This is an optimization exercise on Yosys and OpenROAD, whose aim is small area, not a production implementation. In this exercise RTL edits were held to simulation tests only and were not proved equivalent to the original. Power figures rest on the tool's default switching activity, not on a simulated workload.

<file path="design/flow/flow/run.sh">
#!/bin/bash
# Layout flow: the standard flow (standard.sh, the standard synthesis and
# ORFS steps) with one change: the port buffers that global placement inserts
# on every input and output are the platform's smallest buffer (buf_1)
# instead of the cell buffer_ports picks by default. The full make output is
# in flow_make.log; each ORFS step's log is under orfs/logs/.
set -euo pipefail
bash standard.sh "BUFFER_PORTS_ARGS=-buffer_cell sky130_fd_sc_hd__buf_1" finish > flow_make.log 2>&1
</file>
<file path="design/flow/standard.sh">
#!/bin/bash
# synth_recipe.tcl (not shown) runs the flow's synth.tcl, then flattens the netlist and writes it again
# the make line also repeats each setting of config.mk as NAME=value (left out here)
make -C /OpenROAD-flow-scripts/flow DESIGN_CONFIG=/design/flow/config.mk WORK_HOME=/design/flow/orfs CLKGATE_MAP_FILE= SYNTH_SCRIPT=/design/flow/synth_recipe.tcl "${@:-finish}"
</file>
<file path="design/flow/config.mk">
export PLATFORM = sky130hd
export DESIGN_NAME = dcs_decoder
export DESIGN_NICKNAME = dcs_decoder
export VERILOG_FILES = /design/flow/design.v
export SDC_FILE = /design/flow/constraint.sdc
export NUM_CORES = 4
export LEC_CHECK = 0
export ABC_AREA = 1
export CAP_MARGIN = 20
export CORE_MARGIN = 2
export CORE_UTILIZATION = 40
export CTS_BUF_LIST = sky130_fd_sc_hd__clkbuf_8
export CTS_CLUSTER_DIAMETER = 80
export CTS_CLUSTER_SIZE = 16
export PLACE_DENSITY = 0.55
export SLEW_MARGIN = 20
export SYNTH_MEMORY_MAX_BITS = 65536
</file>
<file path="design/flow/constraint.sdc">
create_clock -name core_clock -period 15.0 [get_ports {clk}]
set_input_delay 3.0000 -clock core_clock [delete_from_list [all_inputs] [get_ports {clk}]]
set_output_delay 3.0000 -clock core_clock [all_outputs]
set_load 0.01 [all_outputs]
</file>
<file path="design/flow/design.v">
module dcs_det_core(x00, x01, x02, x03, x04, x05, x06, x07, x08, x09, x10, z0);
  input x00;
  wire x00;
  input x01;
  wire x01;
  input x02;
  wire x02;
  input x03;
  wire x03;
  input x04;
  wire x04;
  input x05;
  wire x05;
  input x06;
  wire x06;
  input x07;
  wire x07;
  input x08;
  wire x08;
  input x09;
  wire x09;
  input x10;
  wire x10;
  output z0;
  wire z0;
  wire _000_;
  wire _001_;
  wire _002_;
  wire _003_;
  wire _004_;
  wire _005_;
  wire _006_;
  wire _007_;
  wire _008_;
  wire _009_;
  wire _010_;
  wire _011_;
  wire _012_;
  wire _013_;
  wire _014_;
  wire _015_;
  wire _016_;
  wire _017_;
  wire _018_;
  wire _019_;
  wire _020_;
  wire _021_;
  wire _022_;
  wire _023_;
  wire _024_;
  wire _025_;
  wire _026_;
  wire _027_;
  wire _028_;
  wire _029_;
  wire _030_;
  wire _031_;
  wire _032_;
  wire _033_;
  wire _034_;
  wire _035_;
  wire _036_;
  wire _037_;
  wire _038_;
  wire _039_;
  wire _040_;
  wire _041_;
  wire _042_;
  wire _043_;
  wire _044_;
  wire _045_;
  wire _046_;
  wire _047_;
  wire _048_;
  wire _049_;
  wire _050_;
  wire _051_;
  wire _052_;
  wire _053_;
  wire _054_;
  wire _055_;
  wire _056_;
  wire _057_;
  wire _058_;
  wire _059_;
  wire _060_;
  wire _061_;
  wire _062_;
  wire _063_;
  wire _064_;
  wire _065_;
  wire _066_;
  wire _067_;
  wire _068_;
  wire _069_;
  wire _070_;
  wire _071_;
  wire _072_;
  wire _073_;
  wire _074_;
  wire _075_;
  wire _076_;
  wire _077_;
  wire _078_;
  wire _079_;
  wire _080_;
  wire _081_;
  wire _082_;
  wire _083_;
  wire _084_;
  wire _085_;
  wire _086_;
  wire _087_;
  wire _088_;
  wire _089_;
  wire _090_;
  wire _091_;
  wire _092_;
  wire _093_;
  wire _094_;
  wire _095_;
  wire _096_;
  wire _097_;
  wire _098_;
  wire _099_;
  wire _100_;
  wire _101_;
  wire _102_;
  wire _103_;
  wire _104_;
  wire _105_;
  wire _106_;
  wire _107_;
  wire _108_;
  wire _109_;
  wire _110_;
  wire _111_;
  wire _112_;
  wire _113_;
  wire _114_;
  wire _115_;
  wire _116_;
  wire _117_;
  wire _118_;
  wire _119_;
  wire _120_;
  wire _121_;
  wire _122_;
  wire _123_;
  wire _124_;
  wire _125_;
  wire _126_;
  wire _127_;
  wire _128_;
  wire _129_;
  wire _130_;
  wire _131_;
  wire _132_;
  wire _133_;
  wire _134_;
  wire _135_;
  wire _136_;
  wire _137_;
  wire _138_;
  wire _139_;
  wire _140_;
  wire _141_;
  wire _142_;
  wire _143_;
  wire _144_;
  wire _145_;
  wire _146_;
  wire _147_;
  wire _148_;
  wire _149_;
  wire _150_;
  wire _151_;
  wire _152_;
  wire _153_;
  wire _154_;
  wire _155_;
  wire _156_;
  wire _157_;
  wire _158_;
  wire _159_;
  wire _160_;
  wire _161_;
  wire _162_;
  wire _163_;
  wire _164_;
  wire _165_;
  wire _166_;
  wire _167_;
  wire _168_;
  wire _169_;
  wire _170_;
  wire _171_;
  wire _172_;
  wire _173_;
  wire _174_;
  wire _175_;
  wire _176_;
  wire _177_;
  wire _178_;
  wire _179_;
  wire _180_;
  wire _181_;
  wire _182_;
  wire _183_;
  wire _184_;
  wire _185_;
  wire _186_;
  wire _187_;
  wire _188_;
  wire _189_;
  wire _190_;
  wire _191_;
  wire _192_;
  wire _193_;
  wire _194_;
  wire _195_;
  wire _196_;
  wire _197_;
  wire _198_;
  wire _199_;
  wire _200_;
  wire _201_;
  wire _202_;
  wire _203_;
  wire _204_;
  wire _205_;
  wire _206_;
  wire _207_;
  wire _208_;
  wire _209_;
  wire _210_;
  wire _211_;
  wire _212_;
  wire _213_;
  wire _214_;
  wire _215_;
  wire _216_;
  wire _217_;
  wire _218_;
  wire _219_;
  wire _220_;
  wire _221_;
  wire _222_;
  wire _223_;
  wire _224_;
  wire _225_;
  wire _226_;
  wire _227_;
  wire _228_;
  wire _229_;
  wire _230_;
  wire _231_;
  assign _030_ = ~x10;
  assign _041_ = x08 & x10;
  assign _052_ = ~(x04 & x01);
  assign _063_ = _041_ & ~(_052_);
  assign _074_ = ~(x05 | x09);
  assign _085_ = ~(x09 | x04);
  assign _096_ = _074_ & ~(x04);
  assign _107_ = x09 & x04;
  assign _118_ = x07 & x05;
  assign _129_ = _107_ & _118_;
  assign _140_ = ~(_096_ | _129_);
  assign _151_ = x01 & ~(x09);
  assign _157_ = x10 | _151_;
  assign _158_ = _140_ | _157_;
  assign _159_ = x07 | _158_;
  assign _160_ = x04 & ~(x09);
  assign _161_ = x08 & ~(x03);
  assign _162_ = _160_ & _161_;
  assign _163_ = ~(x03 | x01);
  assign _164_ = x05 & ~(x07);
  assign _165_ = _163_ & _164_;
  assign _166_ = ~(_162_ & _165_);
  assign _167_ = ~(x03 | x08);
  assign _168_ = x01 | ~(_167_);
  assign _169_ = x03 & x01;
  assign _170_ = x04 | ~(_169_);
  assign _171_ = _168_ & _170_;
  assign _172_ = x08 & ~(x10);
  assign _173_ = x07 & ~(x10);
  assign _174_ = x07 & _172_;
  assign _175_ = x10 & ~(x08);
  assign _176_ = x04 & ~(x05);
  assign _177_ = _175_ & _176_;
  assign _178_ = ~(_174_ | _177_);
  assign _179_ = _171_ | _178_;
  assign _180_ = _166_ & _179_;
  assign _181_ = x09 & _118_;
  assign _182_ = _063_ & _181_;
  assign _183_ = ~(x03 & _182_);
  assign _184_ = _180_ & _183_;
  assign _185_ = ~(_159_ & _184_);
  assign _186_ = ~(x00 & _185_);
  assign _187_ = _074_ & ~(x03);
  assign _188_ = x00 ? _185_ : _187_;
  assign _189_ = ~(_063_ & _188_);
  assign _190_ = x05 & ~(x03);
  assign _191_ = _190_ & ~(x04);
  assign _192_ = x05 | ~(x01);
  assign _193_ = x09 & x01;
  assign _194_ = _052_ & ~(_193_);
  assign _195_ = x01 ? _096_ : _191_;
  assign _196_ = ~(_174_ & _195_);
  assign _197_ = x09 & ~(x07);
  assign _198_ = _197_ & ~(x08);
  assign _199_ = _198_ & ~(x01);
  assign _200_ = ~(_176_ & _199_);
  assign _201_ = x09 & ~(x01);
  assign _202_ = x09 & ~(x04);
  assign _203_ = _201_ & ~(x04);
  assign _204_ = ~(x03 & _203_);
  assign _205_ = ~(_151_ & _161_);
  assign _206_ = ~(_204_ & _205_);
  assign _207_ = ~(_164_ & _206_);
  assign _208_ = ~(x00 & _207_);
  assign _209_ = ~(_030_ & _208_);
  assign _210_ = ~(_200_ & _209_);
  assign _211_ = x03 & ~(x08);
  assign _212_ = x07 & ~(x01);
  assign _213_ = _211_ & _212_;
  assign _214_ = _085_ & _213_;
  assign _215_ = x00 | _214_;
  assign _216_ = ~(_210_ & _215_);
  assign _217_ = _196_ & _216_;
  assign _218_ = _189_ & _217_;
  assign _219_ = x06 | _218_;
  assign _220_ = _085_ & ~(x01);
  assign _221_ = _164_ & _211_;
  assign _222_ = _220_ & _221_;
  assign _223_ = ~(_182_ | _222_);
  assign _224_ = x09 | ~(x07);
  assign _225_ = ~(_192_ & _224_);
  assign _226_ = _172_ & ~(_074_);
  assign _227_ = ~(_225_ & _226_);
  assign _228_ = _223_ & _227_;
  assign _229_ = _160_ & ~(x07);
  assign _230_ = _169_ & _229_;
  assign _231_ = ~(x10 & _230_);
  assign _000_ = _176_ & _212_;
  assign _001_ = _041_ & _000_;
  assign _002_ = ~(x00 | _001_);
  assign _003_ = _231_ & _002_;
  assign _004_ = x10 & _199_;
  assign _005_ = ~(x03 | _004_);
  assign _006_ = ~(_158_ & _005_);
  assign _007_ = ~(x03 & _228_);
  assign _008_ = ~(_006_ & _007_);
  assign _009_ = _003_ & _008_;
  assign _010_ = x06 | _009_;
  assign _011_ = x08 | _052_;
  assign _012_ = ~(_041_ & _202_);
  assign _013_ = ~(_011_ & _012_);
  assign _014_ = ~(_074_ & _173_);
  assign _015_ = ~(x03 | x06);
  assign _016_ = ~(_164_ & _015_);
  assign _017_ = ~(_014_ & _016_);
  assign _018_ = ~(_013_ & _017_);
  assign _019_ = _166_ & _018_;
  assign _020_ = ~(_009_ & _019_);
  assign _021_ = ~(x07 | x05);
  assign _022_ = _107_ & ~(_021_);
  assign _023_ = ~(_118_ | _022_);
  assign _024_ = ~(_194_ | _023_);
  assign _025_ = _024_ | ~(_140_);
  assign _026_ = ~(_107_ & _169_);
  assign _027_ = x09 | ~(_163_);
  assign _028_ = ~(_026_ & _027_);
  assign _029_ = _118_ & _028_;
  assign _031_ = x10 | _029_;
  assign _032_ = x03 & x08;
  assign _033_ = _031_ & _032_;
  assign _034_ = ~(_025_ & _033_);
  assign _035_ = _203_ | _229_;
  assign _036_ = _167_ & _035_;
  assign _037_ = _030_ ? _036_ : _029_;
  assign _038_ = x00 & _223_;
  assign _039_ = _038_ & ~(_037_);
  assign _040_ = ~(_034_ & _039_);
  assign _042_ = _020_ & _040_;
  assign _043_ = ~(_010_ & _042_);
  assign _044_ = x05 | _022_;
  assign _045_ = x10 & _044_;
  assign _046_ = x05 & x04;
  assign _047_ = _213_ & _046_;
  assign _048_ = ~(x00 & _047_);
  assign _049_ = _167_ & ~(x04);
  assign _050_ = _193_ & _049_;
  assign _051_ = ~(x07 & _050_);
  assign _053_ = _045_ ? _051_ : _048_;
  assign _054_ = x02 & _053_;
  assign _055_ = _043_ & _054_;
  assign _056_ = ~(_219_ & _055_);
  assign _057_ = ~(x07 | _171_);
  assign _058_ = x00 | ~(_057_);
  assign _059_ = ~(_051_ & _058_);
  assign _060_ = x05 & ~(x10);
  assign _061_ = ~(_059_ & _060_);
  assign _062_ = _186_ & _061_;
  assign _064_ = x10 ? _151_ : _107_;
  assign _065_ = _064_ ? _164_ : _195_;
  assign _066_ = ~(_211_ & _065_);
  assign _067_ = ~(_107_ & _165_);
  assign _068_ = ~(_162_ & _212_);
  assign _069_ = ~(_067_ & _068_);
  assign _070_ = ~(x10 & _069_);
  assign _071_ = x00 | _176_;
  assign _072_ = ~(_201_ & _071_);
  assign _073_ = ~(_085_ & _118_);
  assign _075_ = ~(_072_ & _073_);
  assign _076_ = _181_ | ~(x00);
  assign _077_ = _032_ & _076_;
  assign _078_ = ~(_075_ & _077_);
  assign _079_ = _070_ & _078_;
  assign _080_ = ~(x10 & _047_);
  assign _081_ = _050_ & ~(x07);
  assign _082_ = _080_ & ~(_081_);
  assign _083_ = x00 | _082_;
  assign _084_ = _079_ & _083_;
  assign _086_ = _066_ & _084_;
  assign _087_ = x06 ? _062_ : _086_;
  assign _088_ = _177_ | _191_;
  assign _089_ = x07 & _151_;
  assign _090_ = _089_ & ~(x06);
  assign _091_ = ~(x06 & _175_);
  assign _092_ = ~(x09 & _172_);
  assign _093_ = ~(_091_ & _092_);
  assign _094_ = _164_ & _093_;
  assign _095_ = _090_ | _094_;
  assign _097_ = ~(_088_ & _095_);
  assign _098_ = x06 & _198_;
  assign _099_ = _162_ | _098_;
  assign _100_ = _030_ & ~(_192_);
  assign _101_ = ~(_099_ & _100_);
  assign _102_ = ~(x10 & _214_);
  assign _103_ = x00 & _102_;
  assign _104_ = _101_ & _103_;
  assign _105_ = ~(_097_ & _104_);
  assign _106_ = x10 | _034_;
  assign _108_ = _030_ | _207_;
  assign _109_ = _174_ & _203_;
  assign _110_ = ~(x06 & _109_);
  assign _111_ = ~(_193_ & _046_);
  assign _112_ = ~(_085_ & _021_);
  assign _113_ = ~(_111_ & _112_);
  assign _114_ = _113_ & ~(_091_);
  assign _115_ = ~(x00 | _114_);
  assign _116_ = _110_ & _115_;
  assign _117_ = _108_ & _116_;
  assign _119_ = ~(_106_ & _117_);
  assign _120_ = ~(_105_ & _119_);
  assign _121_ = ~(_087_ & _120_);
  assign _122_ = x02 | _121_;
  assign _123_ = ~(_056_ & _122_);
  assign _124_ = ~(_172_ & _230_);
  assign _125_ = _220_ | ~(x05);
  assign _126_ = ~(_041_ & _057_);
  assign _127_ = ~(_167_ & _045_);
  assign _128_ = ~(_126_ & _127_);
  assign _130_ = x00 | _128_;
  assign _131_ = ~(_125_ & _130_);
  assign _132_ = ~(_124_ & _131_);
  assign _133_ = _204_ | ~(_004_);
  assign _134_ = ~(_049_ & _089_);
  assign _135_ = x06 & _134_;
  assign _136_ = ~(_133_ & _135_);
  assign _137_ = _074_ & ~(_168_);
  assign _138_ = _026_ & ~(_137_);
  assign _139_ = _138_ | ~(_173_);
  assign _141_ = ~(_041_ & _164_);
  assign _142_ = x00 & ~(x06);
  assign _143_ = _141_ & _142_;
  assign _144_ = ~(_139_ & _143_);
  assign _145_ = _136_ & _144_;
  assign _146_ = ~(_132_ & _145_);
  assign _147_ = _211_ & ~(x00);
  assign _148_ = x04 | _147_;
  assign _149_ = ~(x06 & _161_);
  assign _150_ = ~(x04 & _149_);
  assign _152_ = _030_ & _201_;
  assign _153_ = _021_ & _152_;
  assign _154_ = _150_ & _153_;
  assign _155_ = ~(_148_ & _154_);
  assign _156_ = _146_ & _155_;
  assign z0 = ~(_123_ & _156_);
endmodule
module dcs_det (
    input  wire [10:0] s,
    output wire        d
);
    dcs_det_core u_core (
        .x00(s[10]), .x01(s[9]), .x02(s[8]), .x03(s[7]), .x04(s[6]), .x05(s[5]),
        .x06(s[4]),  .x07(s[3]), .x08(s[2]), .x09(s[1]), .x10(s[0]), .z0(d)
    );
endmodule
module dcs_code_rom(code, known);
  input [8:0] code;
  wire [8:0] code;
  output known;
  wire known;
  wire _000_;
  wire _001_;
  wire _002_;
  wire _003_;
  wire _004_;
  wire _005_;
  wire _006_;
  wire _007_;
  wire _008_;
  wire _009_;
  wire _010_;
  wire _011_;
  wire _012_;
  wire _013_;
  wire _014_;
  wire _015_;
  wire _016_;
  wire _017_;
  wire _018_;
  wire _019_;
  wire _020_;
  wire _021_;
  wire _022_;
  wire _023_;
  wire _024_;
  wire _025_;
  wire _026_;
  wire _027_;
  wire _028_;
  wire _029_;
  wire _030_;
  wire _031_;
  wire _032_;
  wire _033_;
  wire _034_;
  wire _035_;
  wire _036_;
  wire _037_;
  wire _038_;
  wire _039_;
  wire _040_;
  wire _041_;
  wire _042_;
  wire _043_;
  wire _044_;
  wire _045_;
  wire _046_;
  wire _047_;
  wire _048_;
  wire _049_;
  wire _050_;
  wire _051_;
  wire _052_;
  wire _053_;
  wire _054_;
  wire _055_;
  wire _056_;
  wire _057_;
  wire _058_;
  wire _059_;
  wire _060_;
  wire _061_;
  wire _062_;
  wire _063_;
  wire _064_;
  wire _065_;
  wire _066_;
  wire _067_;
  wire _068_;
  wire _069_;
  wire _070_;
  wire _071_;
  wire _072_;
  wire _073_;
  wire _074_;
  wire _075_;
  wire _076_;
  wire _077_;
  wire _078_;
  wire _079_;
  wire _080_;
  wire _081_;
  wire _082_;
  wire _083_;
  wire _084_;
  wire _085_;
  wire _086_;
  wire _087_;
  wire _088_;
  wire _089_;
  wire _090_;
  wire _091_;
  wire _092_;
  wire _093_;
  wire _094_;
  wire _095_;
  wire _096_;
  wire _097_;
  wire _098_;
  wire _099_;
  wire _100_;
  wire _101_;
  wire _102_;
  wire _103_;
  wire _104_;
  wire _105_;
  wire _106_;
  wire _107_;
  wire _108_;
  wire _109_;
  wire _110_;
  wire _111_;
  wire _112_;
  wire _113_;
  wire _114_;
  wire _115_;
  assign _010_ = 4'h8 >> { code[3], code[0] };
  assign _021_ = 4'h4 >> { _010_, code[2] };
  assign _029_ = 4'h4 >> code[2:1];
  assign _030_ = 4'h8 >> { _029_, code[0] };
  assign _031_ = 4'h2 >> code[4:3];
  assign _032_ = 4'h4 >> { _031_, code[5] };
  assign _033_ = 4'h8 >> { _032_, _030_ };
  assign _034_ = 4'h8 >> { code[4], code[1] };
  assign _035_ = 4'h1 >> { code[2], code[0] };
  assign _036_ = 4'h8 >> { _035_, _034_ };
  assign _037_ = 4'h1 >> { _036_, _033_ };
  assign _038_ = 4'h4 >> { _037_, _021_ };
  assign _039_ = 4'h1 >> { _038_, code[1] };
  assign _040_ = 4'h1 >> { code[3], code[0] };
  assign _041_ = 4'h2 >> { _010_, code[1] };
  assign _042_ = 4'h4 >> { _041_, code[2] };
  assign _043_ = 4'h4 >> { _042_, _040_ };
  assign _044_ = 4'h4 >> { _043_, code[5] };
  assign _045_ = 4'h8 >> code[4:3];
  assign _046_ = 4'h8 >> { _045_, _044_ };
  assign _047_ = 4'h2 >> { _040_, _029_ };
  assign _048_ = 4'h2 >> { _045_, code[5] };
  assign _049_ = 4'h8 >> { _048_, _047_ };
  assign _050_ = 4'h8 >> { _049_, code[4] };
  assign _051_ = 4'h8 >> { _040_, code[2] };
  assign _052_ = 4'h2 >> { code[4], code[1] };
  assign _053_ = 4'h8 >> { _052_, _051_ };
  assign _054_ = 4'h2 >> { _053_, code[6] };
  assign _055_ = 4'h4 >> { _054_, _050_ };
  assign _056_ = 4'h4 >> { _055_, _046_ };
  assign _057_ = 4'h4 >> { _056_, _039_ };
  assign _058_ = 4'h2 >> { _057_, code[7] };
  assign _059_ = 4'h1 >> { code[4], code[1] };
  assign _060_ = 4'h1 >> { _059_, code[3] };
  assign _061_ = 4'h8 >> { _034_, code[5] };
  assign _062_ = 4'h1 >> { _061_, code[2] };
  assign _063_ = 4'h2 >> { _062_, _060_ };
  assign _064_ = 4'h4 >> { _041_, _035_ };
  assign _065_ = 4'h4 >> code[5:4];
  assign _066_ = 4'h8 >> { _065_, _064_ };
  assign _067_ = 4'h4 >> { _066_, _063_ };
  assign _068_ = 4'h8 >> { code[7], code[5] };
  assign _069_ = 4'h1 >> { _068_, code[0] };
  assign _070_ = 4'h8 >> { _060_, _029_ };
  assign _071_ = 4'h4 >> { _070_, _069_ };
  assign _072_ = 4'h1 >> { _071_, _067_ };
  assign _073_ = 4'h4 >> { _072_, _058_ };
  assign _074_ = 4'h8 >> { _042_, _031_ };
  assign _075_ = 4'h1 >> { _074_, code[6] };
  assign _076_ = 4'h1 >> { _065_, _034_ };
  assign _077_ = 4'h2 >> { _076_, _051_ };
  assign _078_ = 4'h2 >> { _077_, _075_ };
  assign _079_ = 4'h1 >> { code[5], code[2] };
  assign _080_ = 4'h4 >> { _079_, _034_ };
  assign _081_ = 4'h2 >> { code[2], code[0] };
  assign _082_ = 4'h8 >> { _081_, _060_ };
  assign _083_ = 4'h4 >> { _082_, _080_ };
  assign _084_ = 4'h2 >> { _065_, code[3] };
  assign _085_ = 4'h2 >> { _084_, _030_ };
  assign _086_ = 4'h1 >> { _085_, _083_ };
  assign _087_ = 4'h8 >> { _086_, _078_ };
  assign _088_ = 4'h1 >> { _087_, _073_ };
  assign _089_ = 4'h1 >> { code[4], code[0] };
  assign _090_ = 4'h8 >> { _089_, code[6] };
  assign _091_ = 4'h2 >> { _090_, _047_ };
  assign _092_ = 4'h1 >> { _091_, _032_ };
  assign _093_ = 4'h4 >> { _092_, _043_ };
  assign _094_ = 4'h8 >> { _044_, code[4] };
  assign _095_ = 4'h8 >> { _080_, _010_ };
  assign _096_ = 4'h1 >> { _095_, _049_ };
  assign _097_ = 4'h4 >> { _096_, _094_ };
  assign _098_ = 4'h2 >> { _097_, _093_ };
  assign _099_ = 4'h8 >> { _021_, code[5] };
  assign _100_ = 4'h1 >> { _076_, _061_ };
  assign _101_ = 4'h8 >> { _100_, _064_ };
  assign _102_ = 4'h1 >> { _101_, _099_ };
  assign _103_ = 4'h1 >> { _102_, code[6] };
  assign _104_ = 4'h1 >> { _103_, _098_ };
  assign _105_ = 4'h1 >> { code[4], code[2] };
  assign _106_ = 4'h1 >> { _105_, code[0] };
  assign _107_ = 4'h1 >> { _106_, _065_ };
  assign _108_ = 4'h2 >> { _107_, code[6] };
  assign _109_ = 4'h8 >> { _106_, code[5] };
  assign _110_ = 4'h1 >> { _109_, _108_ };
  assign _111_ = 4'h4 >> { _110_, _104_ };
  assign _112_ = 4'h1 >> { _110_, _093_ };
  assign _113_ = 4'h1 >> { _112_, _111_ };
  assign _114_ = 4'h8 >> { _097_, _075_ };
  assign _115_ = 4'h1 >> { _114_, _037_ };
  assign _000_ = 4'h2 >> { _115_, _113_ };
  assign _001_ = 4'h4 >> { _114_, code[1] };
  assign _002_ = 4'h2 >> { _001_, code[7] };
  assign _003_ = 4'h1 >> { _002_, _000_ };
  assign _004_ = 4'h1 >> { _003_, _088_ };
  assign _005_ = 4'h1 >> { _004_, code[8] };
  assign _006_ = 4'h8 >> { code[2], code[0] };
  assign _007_ = 4'h1 >> { _045_, code[5] };
  assign _008_ = 4'h4 >> { _007_, _006_ };
  assign _009_ = 4'h2 >> { _081_, code[5] };
  assign _011_ = 4'h1 >> { _009_, _008_ };
  assign _012_ = 4'h4 >> { _011_, _113_ };
  assign _013_ = 4'h4 >> { _097_, _078_ };
  assign _014_ = 4'h1 >> { _013_, code[0] };
  assign _015_ = 4'h2 >> { _078_, _044_ };
  assign _016_ = 4'h2 >> { _015_, code[7] };
  assign _017_ = 4'h4 >> { _016_, _014_ };
  assign _018_ = 4'h4 >> { _017_, _012_ };
  assign _019_ = 4'h4 >> { _110_, code[7] };
  assign _020_ = 4'h2 >> { _019_, _063_ };
  assign _022_ = 4'h2 >> { _020_, _114_ };
  assign _023_ = 4'h8 >> { _008_, _064_ };
  assign _024_ = 4'h1 >> { _023_, code[7] };
  assign _025_ = 4'h8 >> { _024_, _056_ };
  assign _026_ = 4'h2 >> { _025_, code[8] };
  assign _027_ = 4'h4 >> { _026_, _022_ };
  assign _028_ = 4'h4 >> { _027_, _018_ };
  assign known = 4'he >> { _028_, _005_ };
endmodule
module dcs_decoder (
    input  wire        clk,
    input  wire        rst_n,
    input  wire [15:0] cfg_alpha,
    input  wire [25:0] cfg_spb,
    input  wire        in_valid,
    output wire        in_ready,
    input  wire [15:0] in_sample,
    output reg         out_valid,
    output wire        out_bnd,
    output wire        out_bit,
    output reg         out_found,
    output wire [8:0]  out_code,
    output wire        out_inv,
    output reg         out_event
);
    localparam [11:0] NUDGE_K = 12'd3277;
    localparam [10:0] SC      = 11'h38a;    
    reg  [4:0]         mc;           
    reg  [4:0]         pc;           
    reg  [26:0]        pacc;         
    reg  [21:0]        nudge;
    reg  [23:0]        y;
    reg                prev_pos, prev_neg;
    reg  [26:0]        phase;
    reg                lt;
    reg  [23:0]        acc_lo;       
    reg  [11:0]        acc_hi;
    reg                acc_inc, acc_dec;
    reg  [22:0]        win;          
    reg                bnd;
    reg  [10:0]        sa, sb;
    reg  [23:0]        e;
    reg  [8:0]         last_code;    
    reg                last_inv;
    reg  [7:0]         counter;
    wire mstart = (mc == 5'd0) && in_valid && ((pc == 5'd0) || (pc >= 5'd13));
    wire accept = (mc == 5'd16);
    assign in_ready = accept;
    assign out_bnd  = bnd;
    assign out_bit  = win[22];
    assign out_code = last_code;
    assign out_inv  = last_inv;
    wire [15:0] alpha_r = {cfg_alpha[14:0], cfg_alpha[15]};   
    wire        abit    = alpha_r[mc[3:0]];               
    wire [15:0] k_r     = {2'b00, NUDGE_K, 2'b00};        
    wire        kbit    = k_r[pc[3:0]];                   
    reg  [27:0] opnd;
    always @(*) begin
        if (mc != 5'd0)
            opnd = abit ? {{4{in_sample[15]}}, in_sample, 8'h00} : {{4{y[23]}}, y};
        else if (pc == 5'd1)
            opnd = {4'd0, acc_lo};
        else
            opnd = kbit ? {2'b00, cfg_spb} : 28'd0;
    end
    wire [27:0] sum;
    dcs_rca #(.W(28)) u_main (.a({pacc[26], pacc}), .b(opnd), .ci(1'b0),
                              .s(sum), .co());
    wire        y_pos = !y[23] && (y != 24'd0);
    wire        zc    = (prev_neg && y_pos) || (prev_pos && y[23]);
    reg  [26:0] pop;
    reg         pcin;
    always @(*) begin
        case (pc)
            5'd1:    begin pop = lt ? {5'd0, nudge} : ~{5'd0, nudge}; pcin = !lt; end
            5'd3:    begin pop = ~{2'b00, cfg_spb[25:1]}; pcin = 1'b1; end
            5'd4:    begin pop = 27'h10000;                pcin = 1'b0; end
            default: begin pop = ~{1'b0, cfg_spb};         pcin = 1'b1; end
        endcase
    end
    wire [27:0] psum;
    dcs_rca #(.W(27)) u_phase (.a(phase), .b(pop), .ci(pcin),
                               .s(psum[26:0]), .co(psum[27]));
    wire        bnd_n = psum[27];                     
    wire [11:0] acc_hi_n;
    dcs_rca #(.W(12)) u_acch (.a(acc_hi), .b({{11{acc_dec}}, acc_inc | acc_dec}),
                              .ci(1'b0), .s(acc_hi_n), .co());
    wire        acc_nz = (acc_hi_n != 12'd0) || (acc_lo != 24'd0);
    wire        bit_n  = !acc_hi_n[11] && acc_nz;     
    function [10:0] mulx;         
        input [10:0] m;
        reg   [11:0] t;
        begin
            t = {m, 1'b0} ^ (m[10] ? 12'hC75 : 12'h000);
            mulx = t[10:0];
        end
    endfunction
    function [10:0] divx;         
        input [10:0] m;
        reg   [11:0] t;
        begin
            t = {1'b0, m} ^ (m[0] ? 12'hC75 : 12'h000);
            divx = t[11:1];
        end
    endfunction
    wire [10:0] cin = (win[0] ^ bit_n) ? SC : 11'd0;   
    wire        rot = bnd && (pc >= 5'd3) && (pc <= 5'd25);
    wire        det;
    dcs_det u_det (.s((pc <= 5'd14) ? sa : sb), .d(det));
    wire [11:0] dA, dB;
    genvar gi;
    generate
        for (gi = 0; gi < 12; gi = gi + 1) begin : g_d
            assign dA[gi] = win[11 + gi] ^ e[23 - gi];
            assign dB[gi] = win[11 - gi] ^ e[gi];
        end
    endgenerate
    wire [8:0]  cA = dA[8:0] ^ {9{dA[11]}};
    wire [8:0]  cB = dB[8:0] ^ {9{dB[11]}};
    wire        kA, kB;
    dcs_code_rom u_rom_a (.code(cA), .known(kA));
    dcs_code_rom u_rom_b (.code(cB), .known(kB));
    wire        vA = (dA[11] == dA[10]) && (dA[10] == dA[9]) && kA;
    wire        vB = (dB[11] == dB[10]) && (dB[10] == dB[9]) && kB;
    wire        found = vA || vB;
    wire [8:0]  code  = vA ? cA : cB;
    wire        inv   = vA ? dA[11] : dB[11];
    wire        match = (code == last_code) && (inv == last_inv);
    wire [4:0]  mc_inc, pc_inc;
    dcs_rca #(.W(5)) u_mc (.a(mc), .b(5'd0), .ci(1'b1), .s(mc_inc), .co());
    dcs_rca #(.W(5)) u_pc (.a(pc), .b(5'd0), .ci(1'b1), .s(pc_inc), .co());
    wire [7:0]  counter_inc, counter_dec;
    dcs_rca #(.W(8)) u_cinc (.a(counter), .b(8'd0), .ci(1'b1), .s(counter_inc), .co());
    dcs_rca #(.W(8)) u_cdec (.a(counter), .b(8'hFF), .ci(1'b0), .s(counter_dec), .co());
    always @(posedge clk) begin
        if (mstart)
            pacc <= {{3{y[23]}}, y};
        else if (pc == 5'd1)
            pacc <= 27'd0;
        else
            pacc <= sum[27:1];
        e <= {e[22:0], det};
        if (pc == 5'd1) begin
            acc_inc <= !sum[27] && sum[24];
            acc_dec <= sum[27];
        end
        if (pc == 5'd3)
            lt <= !psum[27];
        if (accept) begin
            prev_pos <= y_pos;
            prev_neg <= y[23];
        end
        if (pc == 5'd13)
            nudge <= sum[26:5];
        out_found <= found;
        out_event <= bnd && found && match && (counter != 8'd0);
        if (!rst_n) begin
            mc        <= 5'd0;
            pc        <= 5'd0;
            out_valid <= 1'b0;
            y         <= 24'd0;
            phase     <= 27'h10000;
            acc_lo    <= 24'd0;
            acc_hi    <= 12'd0;
            win       <= 23'd0;
            bnd       <= 1'b0;
            sa        <= 11'd0;
            sb        <= 11'd0;
            last_code <= 9'd0;
            last_inv  <= 1'b0;
            counter   <= 8'd0;
        end else begin
            out_valid <= (pc == 5'd27);
            if (mstart || (mc != 5'd0 && !accept))
                mc <= mc_inc;
            else if (accept)
                mc <= 5'd0;
            if (accept)
                pc <= 5'd1;
            else if (pc == 5'd27)
                pc <= 5'd0;
            else if (pc != 5'd0)
                pc <= pc_inc;
            if (accept)
                y <= sum[24:1];
            if (pc == 5'd1)
                acc_lo <= sum[23:0];
            if ((pc == 5'd1 && zc) || pc == 5'd4)
                phase <= psum[26:0];
            if (pc == 5'd2) begin
                bnd <= bnd_n;
                if (bnd_n) begin
                    phase  <= psum[26:0];
                    acc_lo <= 24'd0;
                    acc_hi <= 12'd0;
                    win    <= {bit_n, win[22:1]};
                    sa     <= divx(sa ^ cin);
                    sb     <= mulx(sb) ^ cin;
                end else begin
                    acc_hi <= acc_hi_n;
                end
            end else if (rot) begin
                sa <= divx(sa);
                sb <= mulx(sb);
            end
            if (pc == 5'd27 && bnd) begin
                if (!found) begin
                    if (counter != 8'd0)
                        counter <= counter_dec;
                end else if (!match) begin
                    last_code <= code;
                    last_inv  <= inv;
                    counter   <= 8'd1;
                end else if (counter != 8'hFF) begin
                    counter <= counter_inc;
                end
            end
        end
    end
endmodule
module dcs_rca #(
    parameter W = 8
) (
    input  wire [W-1:0] a,
    input  wire [W-1:0] b,
    input  wire         ci,
    output wire [W-1:0] s,
    output wire         co
);
    wire [W:0] c;
    assign c[0] = ci;
    genvar i;
    generate
        for (i = 0; i < W; i = i + 1) begin : g_bit
            assign s[i]   = a[i] ^ b[i] ^ c[i];
            assign c[i+1] = (a[i] & b[i]) | (a[i] & c[i]) | (b[i] & c[i]);
        end
    endgenerate
    assign co = c[W];
endmodule
</file>
==> notes.md, run 1 <==
The path class of the tightest hold or removal check is register to register. After floorplanning, the core was sized to cover 0.03574 sq mm. The worst-case headroom to the max-slew limit is 0.4276. Of the synthesized area, sequential elements account for 0.3513.

The commonest cells after synthesis are 313 x nand2_1, 265 x inv_1, 215 x dfxtp_1, 195 x nor2_1, 185 x o21ai_0. Yosys attributes the largest share of cell area to dfxtp_1 30%, fa_1 8.7%, nand2_1 8.1%. Among all cell types in the netlist, the one instantiated most often is nand2_1. The total I/O pin count is 77. The worst register-to-register path ends at phase[26]. The critical path is of the input port to register type. The leakage power summed over all cells is 6.348 nW. The largest net degree at the start of global routing came out at about 70.

The tree is rooted in a clkbuf_8. The final worst clock skew is around 28 ps. The proportion of layout cells with a drive suffix above 1 is 0.06750. The final route contains 13.19k vias.

The required time of the worst setup path came out at 15500 ps. The most critical setup path has its endpoint at phase[26]. The die is 194.8 um wide. The average wire per cell in the routed design came out at around 16 um.

A synthesized cell averages 7.541 sq um. The number of antenna violations at the first check in global routing is 3. The floorplan has 69 rows. The worst hold slack across all endpoints is 358.0 ps. By instance count, the cell type seen most on the critical path is fa_1. The post-route clock period utilization is 0.9561.

In this run the register-to-register setup slack is 1390 ps. The most used flip-flop cell after synthesis is dfxtp_1. The count of port buffers added during placement is 76. The final layout net count is around 2.1k. The worst setup slack before clock tree synthesis came out at -334.6 ps.

The maximum VDD drop is slightly below 0.00009 V. Global routing finished with a remaining overflow of 0. The top cell type's share of synthesized area is 0.2956. The run finished with no timing, DRC or antenna violations. The slew at the pin with the worst max-slew slack came out at 852.8 ps. Summing every instance area after synthesis gives 0.01456 sq mm. The final-layout fill cell count came out at 3688. The maximum level of the CTS H-tree came out at 1. Among all stages on the critical path, the largest delay is contributed by fa_1. The largest fanout on the critical path came out at 24. The minimum setup slack in the final design came out at about 660 ps.

The clock tree from TritonCTS is done. Once detail routing completed, the nets flagged for antenna violations numbered 0. The die area came out at between 0.03 and 0.04 sq mm.

The fraction of registers with async set or reset after synthesis came out at 0. The total clock buffers created by CTS came out at 21. The number of DRC markers in iteration 0 came out at 1091. The number of warning messages in the yosys log is 1. The overall global routing resource usage is 0.2093. No sink is reached through more buffers than the 3 on the longest clock path. The count of flip-flops with a built-in enable after synthesis is 27.

The count of distinct cell types in the synthesized netlist came out at 60. The number of vias per cell after detailed routing came out at 5.360. The total power density per cell area is 137.9 mW/mm^2.

For the worst setup path, the data arrival time is roughly 15000 ps. In this run the worst setup path begins at cfg_spb[1]. The number of nets in the synthesized netlist is 2081. The number of global-route vias before repair is 12.21k. Static timing analysis puts the maximum clock frequency at 69.73 MHz.

For this run, design rule violations remaining after detail routing come to 0. The clock-pin slew reported for the worst setup and hold paths after clock tree synthesis came out at 110 ps. The antenna diode count came out at 0. The maximum cell stage delay along the critical path came out at 430 ps. In this run, synthesis produced a sequential element count of about 240. The first-pass iteration count of the detailed router is 5. Setup repair after global routing left no endpoint under its margin. The clock insertion delay at the later pin of the skew report is 570 ps. The worst setup path is captured at a register. After layout, the minimum clock period comes to 14340 ps. The global placer's final weighted congestion came out at ~0.94.

The type of element launching the critical path is an input port. The number of maximum-capacitance violations came out at 0. The wire length after detailed routing is 40490 um.

The sum of net half-perimeters after detailed placement is 29410 um. The post-synthesis cell count is 1931. The final hold violation count came to 0. The signed area change from the synthesized netlist to the final layout came out at 9.288%. dfxtp_1 takes more of the synthesized area than any other cell. The final setup violation count came out at 0. For this configuration, the core starts out at a cell density of 0.4074. The die extent in y is 194.8 um. The clock drives roughly 240 sinks. The worst reg2reg path depth came out at 47.

The reg-to-reg startpoint is pc[0]. The global-route wire length before repair came out at 65080 um. The max-slew violation count is 0.
area by class of cell:
| class | count | area, sq um | area share |
|---|---|---|---|
| inverter | 276 | 1040 | 0.06534 |
| multi-input combinational | 1332 | 8092 | 0.5085 |
| tap | 461 | 576.8 | 0.03625 |
| timing repair inverter | 1 | 7.507 | 0.0004717 |
| sequential | 242 | 5115 | 0.3214 |
| clock inverter | 12 | 108.9 | 0.006840 |
| clock buffer | 22 | 302.8 | 0.01903 |
| timing repair buffer | 115 | 671.9 | 0.04222 |
sequential cells by signal, indices dropped and copies added, names as in the netlist, 5 cells and up:
register   count
pacc          27
phase         27
acc_lo        24
e             24
y             24
win           23
nudge         22
acc_hi        12
sa            11
sb            11
last_code      9
counter        8
mc             5
pc             5
logic make-up (layout without fill, tap and decap cells):
logic type               count (synthesis)  count (layout)  synth area share
AND/OR/NAND/NOR                        722             722            0.2189
AO/OA/AOI/OAI                          465             465            0.1907
buffers and inverters                  357             426           0.09538
flip-flops                             242             242            0.3513
adder cells (fa/ha/maj)                 89              89            0.1090
XOR/XNOR                                55              55           0.03411
multiplexers                             1               1         0.0006874
worst min-delay path by stage:
| stage | start | end | slack (ps) | cells past startpoint |
|---|---|---|---|---|
| 6_report | e[4] | e[5] | 360 | 0 |
| 5_1_grt | e[1] | e[2] | 380 | 0 |
| 4_1_cts | e[4] | e[5] | 370 | 0 |
| 3_5_place_dp | e[14] | e[15] | 360 | 0 |
| 3_3_place_gp | e[13] | e[14] | 350 | 0 |
| 2_1_floorplan | e[13] | e[14] | 350 | 0 |
power by group:
part           internal (mW)  switching, mW
logic                  0.351          0.633
registers              0.766         0.0469
clock network          0.159          0.238
total                   1.28          0.918
worst max-delay path: cells and delay by family:
kind / cells / cell delay (ps)
adder cells (fa/ha/maj): 27 / 10380
buffers and inverters: 9 / 890
AND/OR/NAND/NOR: 4 / 340
AO/OA/AOI/OAI: 2 / 200
metrics by stage:
stage	instances	setup TNS, ps	power (mW)	instance area (sq um)	util
final	2461	0	2.195	15910	0.4453
after global placement	2423	-8032	1.795	15410	0.4313
after CTS	2457	0	2.207	15830	0.4428
after floorplan	1931	-689.4	1.514	14560	-
after detailed placement	2423	-14380	1.801	15410	0.4313
after global routing	2461	0	2.377	15910	0.4453
placed cells by master (no fill, tap or decap), drive strengths merged, types with 25 or more instances in the layout:
| master | n |
|---|---|
| nand2 | 334 |
| inv | 275 |
| dfxtp | 215 |
| nor2 | 200 |
| o21ai | 199 |
| nand3 | 122 |
| buf | 114 |
| a21oi | 99 |
| fa | 63 |
| o22ai | 39 |
| xnor2 | 35 |
| a211oi | 30 |
| edfxtp | 27 |
| ha | 26 |
| nand4 | 25 |
per-layer routing:
layer / wire, um / vias up / global-route usage
li1: - / 6554 / -
met1: 19620 / 6159 / 0.3073
met2: 17550 / 406 / 0.3240
met3: 2365 / 65 / 0.03054
met4: 913 / 6 / 0.04919
met5: 43 / - / 0
repair_timing:
| item | in CTS | in global routing |
|---|---|---|
| setup endpoints to repair | 0 | 91 |
| setup buffers | 0 | 2 |
| resized for setup | 0 | 12 |
| hold buffers | 0 | 0 |
==> run 2, diff against run 1 <==
--- a/design/flow/design.v
+++ b/design/flow/design.v
@@ -769,7 +769,8 @@
     reg  [22:0]        win;          
     reg                bnd;
     reg  [10:0]        sa, sb;
-    reg  [23:0]        e;
+    reg  [11:0]        e;            
+    reg                va;           
     reg  [8:0]         last_code;    
     reg                last_inv;
     reg  [7:0]         counter;
@@ -837,24 +838,13 @@
     wire        rot = bnd && (pc >= 5'd3) && (pc <= 5'd25);
     wire        det;
     dcs_det u_det (.s((pc <= 5'd14) ? sa : sb), .d(det));
-    wire [11:0] dA, dB;
-    genvar gi;
-    generate
-        for (gi = 0; gi < 12; gi = gi + 1) begin : g_d
-            assign dA[gi] = win[11 + gi] ^ e[23 - gi];
-            assign dB[gi] = win[11 - gi] ^ e[gi];
-        end
-    endgenerate
-    wire [8:0]  cA = dA[8:0] ^ {9{dA[11]}};
-    wire [8:0]  cB = dB[8:0] ^ {9{dB[11]}};
-    wire        kA, kB;
-    dcs_code_rom u_rom_a (.code(cA), .known(kA));
-    dcs_code_rom u_rom_b (.code(cB), .known(kB));
-    wire        vA = (dA[11] == dA[10]) && (dA[10] == dA[9]) && kA;
-    wire        vB = (dB[11] == dB[10]) && (dB[10] == dB[9]) && kB;
-    wire        found = vA || vB;
-    wire [8:0]  code  = vA ? cA : cB;
-    wire        inv   = vA ? dA[11] : dB[11];
+    wire [8:0]  code  = e[8:0] ^ {9{e[11]}};
+    wire        inv   = e[11];
+    wire        known;
+    dcs_code_rom u_rom (.code(code), .known(known));
+    wire        ve    = (e[11] == e[10]) && (e[10] == e[9]) && known;
+    wire        found = va || ve;
+    wire        e_b   = (pc == 5'd15) ? !ve : !va;   
     wire        match = (code == last_code) && (inv == last_inv);
     wire [4:0]  mc_inc, pc_inc;
     dcs_rca #(.W(5)) u_mc (.a(mc), .b(5'd0), .ci(1'b1), .s(mc_inc), .co());
@@ -869,7 +859,14 @@
             pacc <= 27'd0;
         else
             pacc <= sum[27:1];
-        e <= {e[22:0], det};
+        if (pc >= 5'd15 && pc <= 5'd26) begin
+            if (e_b)
+                e <= {e[10:0], det ^ win[11]};
+        end else begin
+            e <= {det ^ win[11], e[11:1]};
+        end
+        if (pc == 5'd15)
+            va <= ve;
         if (pc == 5'd1) begin
             acc_inc <= !sum[27] && sum[24];
             acc_dec <= sum[27];
@@ -930,8 +927,9 @@
                     acc_hi <= acc_hi_n;
                 end
             end else if (rot) begin
-                sa <= divx(sa);
-                sb <= mulx(sb);
+                sa  <= divx(sa);
+                sb  <= mulx(sb);
+                win <= {win[0], win[22:1]};
             end
             if (pc == 5'd27 && bnd) begin
                 if (!found) begin
--- a/design/flow/config.mk
+++ b/design/flow/config.mk
@@ -8,10 +8,10 @@
 export ABC_AREA = 1
 export CAP_MARGIN = 20
 export CORE_MARGIN = 2
-export CORE_UTILIZATION = 40
+export CORE_UTILIZATION = 50
 export CTS_BUF_LIST = sky130_fd_sc_hd__clkbuf_8
 export CTS_CLUSTER_DIAMETER = 80
 export CTS_CLUSTER_SIZE = 16
-export PLACE_DENSITY = 0.55
+export PLACE_DENSITY = 0.6
 export SLEW_MARGIN = 20
 export SYNTH_MEMORY_MAX_BITS = 65536
==> notes.md, run 2 <==
Setup repair after global routing missed its margin: false (unchanged). The maximum level of the CTS H-tree is 1 (unchanged). The max-slew violation count was 0 (unchanged). The number of nets in the synthesized netlist is 1963 (was 2081).

The post-synthesis cell count came out at 1813 (was 1931). The die extent in x came out at 170.2 um (was 194.8 um). The type of the most critical hold path was register to register (unchanged).

The sequential share of the synthesized area is 0.3636 (was 0.3513). The final core utilization came out at 0.5473 (was 0.4453). The overall global routing resource usage is 0.2683 (was 0.2093). The required time of the worst setup path is 15440 ps (was 15500 ps). The remaining design rule violation count is 0 (unchanged). The count of flip-flops with a built-in enable after synthesis is 40 (was 27). The count of port buffers added during placement was 76 (unchanged).

The most instantiated library cell after synthesis is nand2_1 (unchanged). The largest fanout on the critical path came to 22 (was 24). The final worst clock skew came to 34.86 ps (was 28.48 ps). The type of element launching the critical path is an input port (unchanged). The netlist area before placement is 0.01382 sq mm (was 0.01456 sq mm). The signed area change from the synthesized netlist to the final layout came out at 7.035% (was 9.288%). The die extent in y is 170.2 um (was 194.8 um). The final setup violation count came out at 0 (unchanged).

Top library cells by usage in the layout, fill and taps aside: 300 x nand2_1, 233 x inv_1, 208 x o21ai_0 (was 312 x nand2_1, 267 x inv_1, 215 x dfxtp_1). The sum of met3 wire segment lengths after detailed routing came out at 1877 um (was 2365 um). The maximum achievable frequency is 69.52 MHz (was 69.73 MHz).

The arrival time reported for the critical path endpoint is 14830 ps (was 14840 ps). The average wire per cell in the routed design was 17.57 um (was 16.45 um). The global-route wire length before repair was 61770 um (was 65080 um). The total I/O pin count was 77 (unchanged).

The clock tree from TritonCTS was done (unchanged). The final layout net count came to 1999 (was 2139). The cell row count was 60 (was 69). The top cell type's share of synthesized area came out at 0.2767 (was 0.2956). The slowest library cell on the worst path is fa_1 (unchanged).

The placeable core region came to 0.02703 sq mm (was 0.03574 sq mm). The maximum VDD drop is 0.0001098 V (was 0.00008650 V). The total clock buffers created by CTS is 18 (was 21).

The maximum clock path buffer count came to 3 (unchanged). The root cell of the clock tree was clkbuf_8 (unchanged). The overall via count from detail_route is 12.34k (was 13.19k). The predominant post-synthesis flop cell is dfxtp_1 (unchanged). The global placer's final weighted congestion is 0.9449 (was 0.9373).

The sum of net half-perimeters after detailed placement was 27670 um (was 29410 um). The number of DRC markers in iteration 0 is 1086 (was 1091). The final-layout fill cell count came out at 2679 (was 3688).

The slew at the pin with the worst max-slew slack is 1045 ps (was 852.8 ps). The cell taking the most area after synthesis was dfxtp_1 (unchanged). The post-layout minimum cycle time was 14390 ps (was 14340 ps). The first-pass iteration count of the detailed router was 6 (was 5). The highest metal layer with signal wires was met4 (was met5). The initial core utilization was 0.5113 (was 0.4074). The number of warning messages in the yosys log was 1 (unchanged). The number of vias per cell after detailed routing was 5.612 (was 5.360). The wire length after detailed routing came out at 38610 um (was 40490 um). Top post-synthesis cells by area: dfxtp_1 28%, fa_1 9.1%, edfxtp_1 8.7% (was dfxtp_1 30%, fa_1 8.7%, nand2_1 8.1%). The number of global-route vias before repair is 11.61k (was 12.21k). The critical path start-end classification is input port to register (unchanged). The die area came out at 0.02898 sq mm (was 0.03795 sq mm).

The final total power came out at 2.443 mW (was 2.195 mW). The post-route clock period utilization came out at 0.9590 (was 0.9561). The count of distinct cell types in the synthesized netlist was 53 (was 60). The worst-case headroom to the max-slew limit is 0.3034 (was 0.4276). The final hold violation count came out at 0 (unchanged).

The antenna diode count is 0 (unchanged). The total routed wire length on the met1 layer is 16460 um (was 19620 um). The clock insertion delay at the later pin of the skew report came out at 550 ps (was 570 ps). The commonest non-fill, non-tap cell in the layout is nand2_1 (unchanged). The cell repeated most along the worst path was fa_1 (unchanged). The fraction of registers with async set or reset after synthesis came out at 0 (unchanged). Top Registers: pacc x27, phase x27 (unchanged). The worst hold slack across all endpoints is 462.2 ps (was 358.0 ps). The maximum cell stage delay along the critical path is 440 ps (was 430 ps).

The largest net degree at the start of global routing came out at 86 (was 71). The CTS sink count came out at 231 (was 242). The proportion of layout cells with a drive suffix above 1 is 0.05277 (was 0.06750). The clock-pin slew reported for the worst setup and hold paths after clock tree synthesis came to 100 ps (was 110 ps). The element type at the critical path end is a register (unchanged).

The number of antenna violations at the first check in global routing was 0 (was 3). The total met2 wirelength after detailed routing came to 18540 um (was 17550 um). The post-route antenna net violation count came to 0 (unchanged). The register bit count reported by yosys is 231 (was 242). The total power density per cell area came to 165.1 mW/mm^2 (was 137.9 mW/mm^2). The number of maximum-capacitance violations came out at 0 (unchanged). The mean instance size in the synthesized netlist came to 7.622 sq um (was 7.541 sq um). Post-synth top cells: 301 x nand2_1, 226 x inv_1, 209 x o21ai_0, 191 x dfxtp_1, 177 x nor2_1 (was 313 x nand2_1, 265 x inv_1, 215 x dfxtp_1, 195 x nor2_1, 185 x o21ai_0).

Status: timing/DRC/antenna clean (unchanged). The leakage power summed over all cells came out at 5.865 nW (was 6.348 nW). The number of buffers added for setup after CTS is 0 (unchanged). The total overflow reported by the global router is 0 (unchanged).
==> run 2: cells by family (layout without fill, tap and decap cells) <==
family | after synthesis | in the layout | synth area share
fa+ha+maj | 89 | 89 | 0.1148
simple gates | 675 | 675 | 0.2096
compound gates | 449 | 449 | 0.1876
buf+inv | 328 | 372 | 0.09381
mux | 1 | 1 | 0.0008149
flops | 231 | 231 | 0.3636
xor+xnor | 40 | 40 | 0.02970
==> run 2: per-stage QoR <==
stage          setup TNS (ps)  cells  worst slack (ps)  cell area, sq um
6_report                    0   2198             614.8             14790
3_3_place_gp            -5665   2168            -155.6             14440
2_1_floorplan               0   1813             151.4             13820
5_1_grt                     0   2198             10.70             14790
4_1_cts                     0   2197             289.6             14750
3_5_place_dp           -13360   2169            -215.6             14450
==> run 2: area by class of cell <==
| class | count | area, sq um | area share |
|---|---|---|---|
| Timing Repair Buffer | 109 | 626.9 | 0.04238 |
| Multi-Input combinational cell | 1254 | 7530 | 0.5091 |
| Tap cell | 341 | 426.7 | 0.02885 |
| Clock buffer | 19 | 261.5 | 0.01768 |
| Sequential cell | 231 | 5025 | 0.3397 |
| Clock inverter | 9 | 38.79 | 0.002622 |
| Inverter | 235 | 882.1 | 0.05964 |
==> run 2: report_power, final <==
group	leakage [nW]	internal, mW	total [mW]	switching (mW)
Sequential	1.95	0.769	0.842	0.0734
Combinational	3.73	0.435	1.27	0.835
Clock	0.184	0.118	0.330	0.211
==> run 2: layer usage <==
layer,vias to the layer above,track usage
met5,-,0
met4,0,0.1137
met3,84,0.03023
met2,363,0.4601
met1,5761,0.3438
li1,6128,-
==> run 2: repair_timing <==
action	4_1_cts	5_1_grt
hold buffers	0	0
gates resized for setup	0	7
endpoints found under the setup margin	0	94
==> run 2: path summary, 6_finish.rpt <==
check	start	end	slack, ps	cells past startpoint
setup / recovery	cfg_spb[1]	win[22]	610	41
hold / removal	win[7]	win[6]	460	2
setup reg to reg	pc[0]	win[22]	1560	44
hold reg to reg	win[7]	win[6]	460	2
==> run 2: worst max-delay path: cells and delay by family <==
kind / cells / cell delay [ps]
AOI/OAI and AO/OA: 3 / 380
adders and majority gates: 27 / 10360
buffers and inverters: 9 / 790
and+or+nand+nor: 2 / 270
==> run 3, diff against run 2 <==
--- a/design/flow/design.v
+++ b/design/flow/design.v
@@ -775,8 +775,8 @@
     reg                last_inv;
     reg  [7:0]         counter;
     wire mstart = (mc == 5'd0) && in_valid && ((pc == 5'd0) || (pc >= 5'd13));
-    wire accept = (mc == 5'd16);
-    assign in_ready = accept;
+    wire accept = (mc == 5'd16) && in_valid;
+    assign in_ready = (mc == 5'd16);
     assign out_bnd  = bnd;
     assign out_bit  = win[22];
     assign out_code = last_code;
@@ -898,9 +898,9 @@
             counter   <= 8'd0;
         end else begin
             out_valid <= (pc == 5'd27);
-            if (mstart || (mc != 5'd0 && !accept))
+            if (mstart || (mc != 5'd0 && mc != 5'd16))
                 mc <= mc_inc;
-            else if (accept)
+            else
                 mc <= 5'd0;
             if (accept)
                 pc <= 5'd1;
--- a/design/flow/config.mk
+++ b/design/flow/config.mk
@@ -12,6 +12,7 @@
 export CTS_BUF_LIST = sky130_fd_sc_hd__clkbuf_8
 export CTS_CLUSTER_DIAMETER = 80
 export CTS_CLUSTER_SIZE = 16
+export GPL_TIMING_DRIVEN = 0
 export PLACE_DENSITY = 0.6
 export SLEW_MARGIN = 20
 export SYNTH_MEMORY_MAX_BITS = 65536
==> notes.md, run 3 <==
The reg-to-reg startpoint is pc[1] (was pc[0]). The cell-internal power is 0.9321 mW (was 1.323 mW). The mean instance size in the synthesized netlist came out at 7.632 sq um (was 7.622 sq um). The final hold violation count came out at 0 (unchanged). The post-route clock period utilization is 0.9751 (was 0.9590).

The global-route wire length before repair is 64120 um (was 61770 um). The required time of the worst setup path is 15500 ps (was 15440 ps). The maximum cell stage delay along the critical path came out at 470 ps (was 440 ps). The most instantiated library cell after synthesis is nand2_1 (unchanged). The slowest library cell on the worst path is fa_1 (unchanged). The clock insertion delay at the later pin of the skew report was 580 ps (was 550 ps). The cell row count is 60 (unchanged). The initial core utilization came to 0.5106 (was 0.5113).

The register bit count reported by yosys is 231 (unchanged). The number of warning messages in the yosys log came to 1 (unchanged). The switching power summed over all nets is 0.5403 mW (was 1.120 mW). The clock tree from TritonCTS is done (unchanged). The cell repeated most along the worst path is fa_1 (unchanged). The net switching fraction of the power is 0.3669 (was 0.4586). The average wire per cell in the routed design came out at 17.87 um (was 17.57 um). The number of instances on the worst hold path came out at 2 (unchanged). The arrival time reported for the critical path endpoint was 15130 ps (was 14830 ps). The CTS sink count is 231 (unchanged).

The maximum VDD drop came out at 0.00008694 V (was 0.0001098 V). The number of maximum-capacitance violations is 0 (unchanged). The total overflow reported by the global router is 0 (unchanged).

The sum of net half-perimeters after detailed placement is 31140 um (was 27670 um). The count of distinct cell types in the synthesized netlist is 55 (was 53). Top Registers: pacc x27, phase x27 (unchanged). The max-slew violation count is 0 (unchanged). The post-layout minimum cycle time is 14630 ps (was 14390 ps).

The final setup violation count came out at 0 (unchanged). The final total power came out at 1.472 mW (was 2.443 mW). Setup repair after global routing missed its margin: false (unchanged). The final core utilization came out at 0.5524 (was 0.5473). The critical path start-end classification is input port to register (unchanged).

The accumulated negative setup slack is 0 ps (unchanged). The total power density per cell area is 98.63 mW/mm^2 (was 165.1 mW/mm^2). The sequential group share of total power came to 0.479 (was 0.345). The post-synthesis cell count is 1808 (was 1813). The leakage power summed over all cells is 5.852 nW (was 5.865 nW). The type of element launching the critical path is an input port (unchanged). The final layout net count came out at 2058 (was 1999). The element type at the critical path end is a register (unchanged). The global placer's final weighted congestion came to 0.9162 (was 0.9449).

The signed area change from the synthesized netlist to the final layout is 8.188% (was 7.035%). The remaining design rule violation count was 0 (unchanged). The capturing point of the worst reg2reg path is phase[0] (was win[22]). The fraction of registers with async set or reset after synthesis came out at 0 (unchanged). The final-layout fill cell count came out at 2684 (was 2679).

The final worst clock skew came out at 55.93 ps (was 34.86 ps). The minimum setup slack among reg-to-reg paths is 1100 ps (was 1560 ps). The maximum level of the CTS H-tree is 1 (unchanged).

The clock-pin slew reported for the worst setup and hold paths after clock tree synthesis came out at 110 ps (was 100 ps). The maximum clock path buffer count came to 3 (unchanged). The cell taking the most area after synthesis was dfxtp_1 (unchanged). The die area came out at 0.02894 sq mm (was 0.02898 sq mm). The count of port buffers added during placement is 76 (unchanged). The count of hold buffers inserted by post-cts repair came out at 0 (unchanged).

The launching element of the worst setup path is cfg_alpha[5] (was cfg_spb[1]). The proportion of layout cells with a drive suffix above 1 was 0.06155 (was 0.05277). The total clock buffers created by CTS came out at 18 (unchanged). The type of the most critical hold path was register to register (unchanged). The placeable core region is 0.02703 sq mm (unchanged). Status: timing/DRC/antenna clean (unchanged).

Post-synth top cells: 296 x nand2_1, 222 x inv_1, 217 x o21ai_0, 193 x nor2_1, 191 x dfxtp_1 (was 301 x nand2_1, 226 x inv_1, 209 x o21ai_0, 191 x dfxtp_1, 177 x nor2_1). The overall global routing resource usage was 0.2808 (was 0.2683). The largest fanout on the critical path is 10 (was 22). Top library cells by usage in the layout, fill and taps aside: 293 x nand2_1, 229 x inv_1, 215 x o21ai_0 (was 300 x nand2_1, 233 x inv_1, 208 x o21ai_0). The netlist area before placement is 0.01380 sq mm (was 0.01382 sq mm). The instance count after placement with tap cells included is 2227 (was 2169). The post-route antenna net violation count came out at 0 (unchanged). The number of DRC markers in iteration 0 came out at 1098 (was 1086). The first-pass iteration count of the detailed router is 6 (unchanged). The clock network fraction of total power was 0.226 (was 0.135). The root cell of the clock tree is clkbuf_8 (unchanged).

The worst reg2reg path depth is 47 (was 44). The predominant post-synthesis flop cell is dfxtp_1 (unchanged). The number of cells in the finished layout apart from fillers came out at 2260 (was 2198). The die extent in x is 170.1 um (was 170.2 um). The total I/O pin count is 77 (unchanged). The die extent in y came out at 170.1 um (was 170.2 um). The number of vias per cell after detailed routing is 5.626 (was 5.612). The largest net degree at the start of global routing was 18 (was 86). The number of antenna violations at the first check in global routing came out at 2 (was 0). The top cell type's share of synthesized area came out at 0.2771 (was 0.2767). The number of global-route vias before repair is 12.13k (was 11.61k). The sequential share of the synthesized area is 0.3642 (was 0.3636).

The maximum achievable frequency is 68.37 MHz (was 69.52 MHz). The overall via count from detail_route is 12.71k (was 12.34k). The worst-case headroom to the max-slew limit is 0.3978 (was 0.3034). The wire length after detailed routing is 40380 um (was 38610 um).

The capture point of the worst path was pacc[25] (was win[22]). The commonest non-fill, non-tap cell in the layout is nand2_1 (unchanged). The count of flip-flops with a built-in enable after synthesis was 40 (unchanged). The number of nets in the synthesized netlist is 1958 (was 1963). The share of total power in combinational logic came to 0.295 (was 0.520). Top post-synthesis cells by area: dfxtp_1 28%, fa_1 9.1%, edfxtp_1 8.7% (unchanged). The slew at the pin with the worst max-slew slack came out at 893.9 ps (was 1045 ps).
run 3: changes by cell type in the layout (fill, tap and decap cells not counted), moves of 8 or more:
cell and change:
clkbuf_2 +8, buf_4 -18, a211oi_1 -11, nor2_1 +19
xnor2_1 -11, xor2_1 +10, o21ai_2 +8, clkbuf_1 +59
a21oi_1 -11, o21ai_1 +14, nand3_1 -18
run 3: routing by layer:
metal  GRT usage  vias up  part of all wire
met2      0.4673      440              0.46
met1      0.3845     5981              0.45
met4     0.08844        0             0.031
met5           0        -                 0
li1            -     6223                 -
met3     0.03093       70             0.055
run 3: power by group through the flow:
stage	Combinational (mW)	Clock, mW	Sequential, mW
detailed placement	0.426	0	0.720
global route	0.477	0.363	0.711
floorplan	0.276	0	0.715
finish	0.435	0.332	0.705
global placement	0.422	0	0.718
CTS	0.427	0.342	0.705
run 3: worst min-delay path by stage:
stage / startpoint / endpoint / slack [ps]
after global routing: acc_lo[11] / acc_lo[11] / 510
after detailed placement: win[8] / win[7] / 460
final: win[18] / win[17] / 460
after global placement: win[4] / win[3] / 460
after CTS: win[18] / win[17] / 450
after floorplan: phase[16] / phase[16] / 450
run 3: cell families after synthesis:
family          after synthesis  synth area share
xor+xnor                     36           0.02476
mux                           1         0.0008160
compound gates              461            0.1939
fa+ha+maj                    89            0.1150
flops                       231            0.3642
buf+inv                     325           0.09394
simple gates                665            0.2075
run 3: timing repair:
action | in CTS | in global routing
setup endpoints to repair | 92 | 95
pin swaps | 1 | 1
setup buffers | 1 | 0
endpoints found under the hold margin | 0 | 0
gates resized for setup | 24 | 17
run 3: cell type report:
cell class	instances	area, sq um	share of cell area
Timing Repair Buffer	80	315.3	0.02112
Tap cell	341	426.7	0.02858
Clock buffer	18	247.7	0.01660
Buffer	90	440.4	0.02950
Antenna cell	2	5.005	0.0003353
Clock inverter	11	58.81	0.003939
Multi-Input combinational cell	1252	7523	0.5040
Sequential cell	231	5025	0.3366
Inverter	235	885.9	0.05934
run 3: through the flow:
step / setup slack [ps] / instance area [sq um] / hold WS [ps]
2_1_floorplan: 78.79 / 13800 / 446.0
4_1_cts: 94.70 / 14890 / 447.4
5_1_grt: 7.766 / 14930 / 506.5
3_3_place_gp: -1429 / 14510 / 455.9
3_5_place_dp: -1468 / 14530 / 464.5
6_report: 373.4 / 14930 / 462.7
run 3: critical path, delay by kind of cell:
kind                       cells  cell delay [ps]
adders and majority gates     27            10440
AOI/OAI and AO/OA              5              730
buffers and inverters          5              650
and+or+nand+nor                1              260
==> run 4, diff against run 3 <==
--- a/design/flow/config.mk
+++ b/design/flow/config.mk
@@ -12,7 +12,6 @@
 export CTS_BUF_LIST = sky130_fd_sc_hd__clkbuf_8
 export CTS_CLUSTER_DIAMETER = 80
 export CTS_CLUSTER_SIZE = 16
-export GPL_TIMING_DRIVEN = 0
 export PLACE_DENSITY = 0.6
 export SLEW_MARGIN = 20
 export SYNTH_MEMORY_MAX_BITS = 65536
==> notes.md, run 4 <==
Status: timing/DRC/antenna clean (unchanged). The count of flip-flops with a built-in enable after synthesis came out at 40 (unchanged). The number of vias per cell after detailed routing is 5.606 (was 5.626). The cell row count is 60 (unchanged).

The switching power summed over all nets was 0.5168 mW (was 0.5403 mW). The fraction of synthesized area in multiplexers came to 0.0008161 (unchanged). The fraction of registers with async set or reset after synthesis is 0 (unchanged). The maximum VDD drop is 0.00007330 V (was 0.00008694 V).

The maximum level of the CTS H-tree came out at 1 (unchanged). The instance count after placement with tap cells included was 2167 (was 2227). The number of global-route vias before repair came out at 11.74k (was 12.13k).

The die extent in y came out at 170.1 um (unchanged). The average wire per cell in the routed design is 16.97 um (was 17.87 um). The predominant post-synthesis flop cell was dfxtp_1 (unchanged). The number of antenna violations at the first check in global routing came out at 0 (was 2).

The number of maximum-capacitance violations came to 0 (unchanged). The commonest non-fill, non-tap cell in the layout was nand2_1 (unchanged). The critical path start-end classification was input port to register (unchanged). The final total power was 1.472 mW (about the same). The first-pass iteration count of the detailed router came out at 6 (unchanged). The maximum cell stage delay along the critical path is 440 ps (was 470 ps).

The proportion of layout cells with a drive suffix above 1 came out at 0.06247 (was 0.06155). The maximum clock path buffer count was 3 (unchanged). The share of synthesized cell area in and, or, nand and nor gates came out at 0.2075 (unchanged). The global placer's final weighted congestion is 0.9492 (was 0.9162).

The most instantiated library cell after synthesis is nand2_1 (unchanged). The total I/O pin count came out at 77 (unchanged). The compound-gate portion of the synthesized area is 0.1939 (unchanged). The largest net degree at the start of global routing came out at 88 (was 18). The post-synthesis xor/xnor area fraction came out at 0.02476 (unchanged).

The final hold violation count came out at 0 (unchanged). The CTS sink count came out at 231 (unchanged). The sequential share of the synthesized area came out at 0.3642 (unchanged). The final design area excluding fillers was 0.01478 sq mm (was 0.01493 sq mm). The sum of net half-perimeters after detailed placement is 26900 um (was 31140 um). The leakage power summed over all cells came out at 5.820 nW (was 5.852 nW).

The placeable core region came out at 0.02703 sq mm (unchanged). The slowest library cell on the worst path is fa_1 (unchanged). The number of DRC markers in iteration 0 came out at 1005 (was 1098). The minimum setup slack in the final design is 612.3 ps (was 373.4 ps). The accumulated negative setup slack is 0 ps (unchanged). The cell repeated most along the worst path is fa_1 (unchanged). The sequential group share of total power came to 0.481 (was 0.479).

The number of nets in the synthesized netlist came to 1958 (unchanged). The post-synthesis cell count is 1808 (unchanged). The netlist area before placement came out at 0.01380 sq mm (unchanged). The total power density per cell area is 99.59 mW/mm^2 (was 98.63 mW/mm^2).

The clock network fraction of total power was 0.237 (was 0.226). The die area is 0.02894 sq mm (unchanged).
-- run 4: cell families after synthesis --
kind of cell / count (synthesis)
AOI/OAI and AO/OA: 461
muxes: 1
and+or+nand+nor: 665
xor gates and xnor gates: 36
buffers and inverters: 325
DFF: 231
adders and majority gates: 89
-- run 4: layout make-up --
cell class / count / area, sq um / share of cell area
clock buffers: 19 / 261.5 / 0.01770
clock inverters: 12 / 75.07 / 0.005080
multi-input cells: 1252 / 7520 / 0.5089
inverters: 235 / 885.9 / 0.05995
well taps: 341 / 426.7 / 0.02887
flip-flops and latches: 231 / 5025 / 0.3401
repair buffers: 108 / 583.1 / 0.03946
-- run 4: routing by layer --
layer / part of all wire / GRT usage / up-vias
li1: - / - / 6089
met1: 0.46 / 0.3546 / 5794
met2: 0.47 / 0.4348 / 365
met3: 0.050 / 0.02884 / 73
met4: 0.026 / 0.07135 / 0
met5: 0 / 0 / -
-- run 4: power groups by stage --
stage                     registers [mW]  logic (mW)  clock network [mW]
final                              0.708       0.415               0.348
after detailed placement           0.722       0.413                   0
after global routing               0.714       0.465               0.382
after CTS                          0.708       0.416               0.362
after global placement             0.722       0.407                   0
after floorplan                    0.715       0.276                   0
-- run 4: worst paths after layout --
path	startpoint	end	slack, ps	cells after the start
worst max-delay path	cfg_spb[1]	sa[9]	610	39
worst min-delay path	acc_lo[11]	acc_lo[11]	480	2
worst max register to register	pc[1]	sa[9]	1040	46
worst min register to register	acc_lo[11]	acc_lo[11]	480	2
-- run 4: critical path, delay by kind of cell --
| kind | cells | cell delay [ps] |
|---|---|---|
| and+or+nand+nor | 2 | 250 |
| AOI/OAI and AO/OA | 2 | 350 |
| adders and majority gates | 27 | 10420 |
| buffers and inverters | 8 | 800 |

[re-timing with driven ports]
No port has a modelled driver above. Below, the same layouts with a new extraction and two added sets of constraints.
Step 1 (the two cells are an assumption about what drives the block):
set clk [get_ports {clk}]
set_driving_cell -lib_cell sky130_fd_sc_hd__clkbuf_16 $clk
set_driving_cell -lib_cell sky130_fd_sc_hd__buf_2 [delete_from_list [all_inputs] $clk]
Step 2 adds t to the input delays and takes it off the output delays; t is the mean of the earliest and latest rising clock arrival at the registers after step 1. Input paths then give back, and output paths get back, about the clock's delay inside the block.
Three values: no drivers, after step 1, after step 2; two values: the first two.
run | t (ns) | setup slack, ns | worst setup path at the end | worst data-port slew with drivers (ns)
run 1 | 0.604 | 0.659 / 0.687 / 0.083 | input to register | 0.06
run 2 | 0.580 | 0.615 / 0.642 / 0.062 | input to register | 0.06
run 3 | 0.601 | 0.373 / 0.395 / -0.205 | input to register | 0.08
run 4 | 0.574 | 0.612 / 0.637 / 0.063 | input to register | 0.07
With both steps, setup timing fails in run 3, where it was met with ideal ports. The setup slack of run 3, which loses most, moves by +0.022 ns with the drivers and by -0.578 ns with both steps.
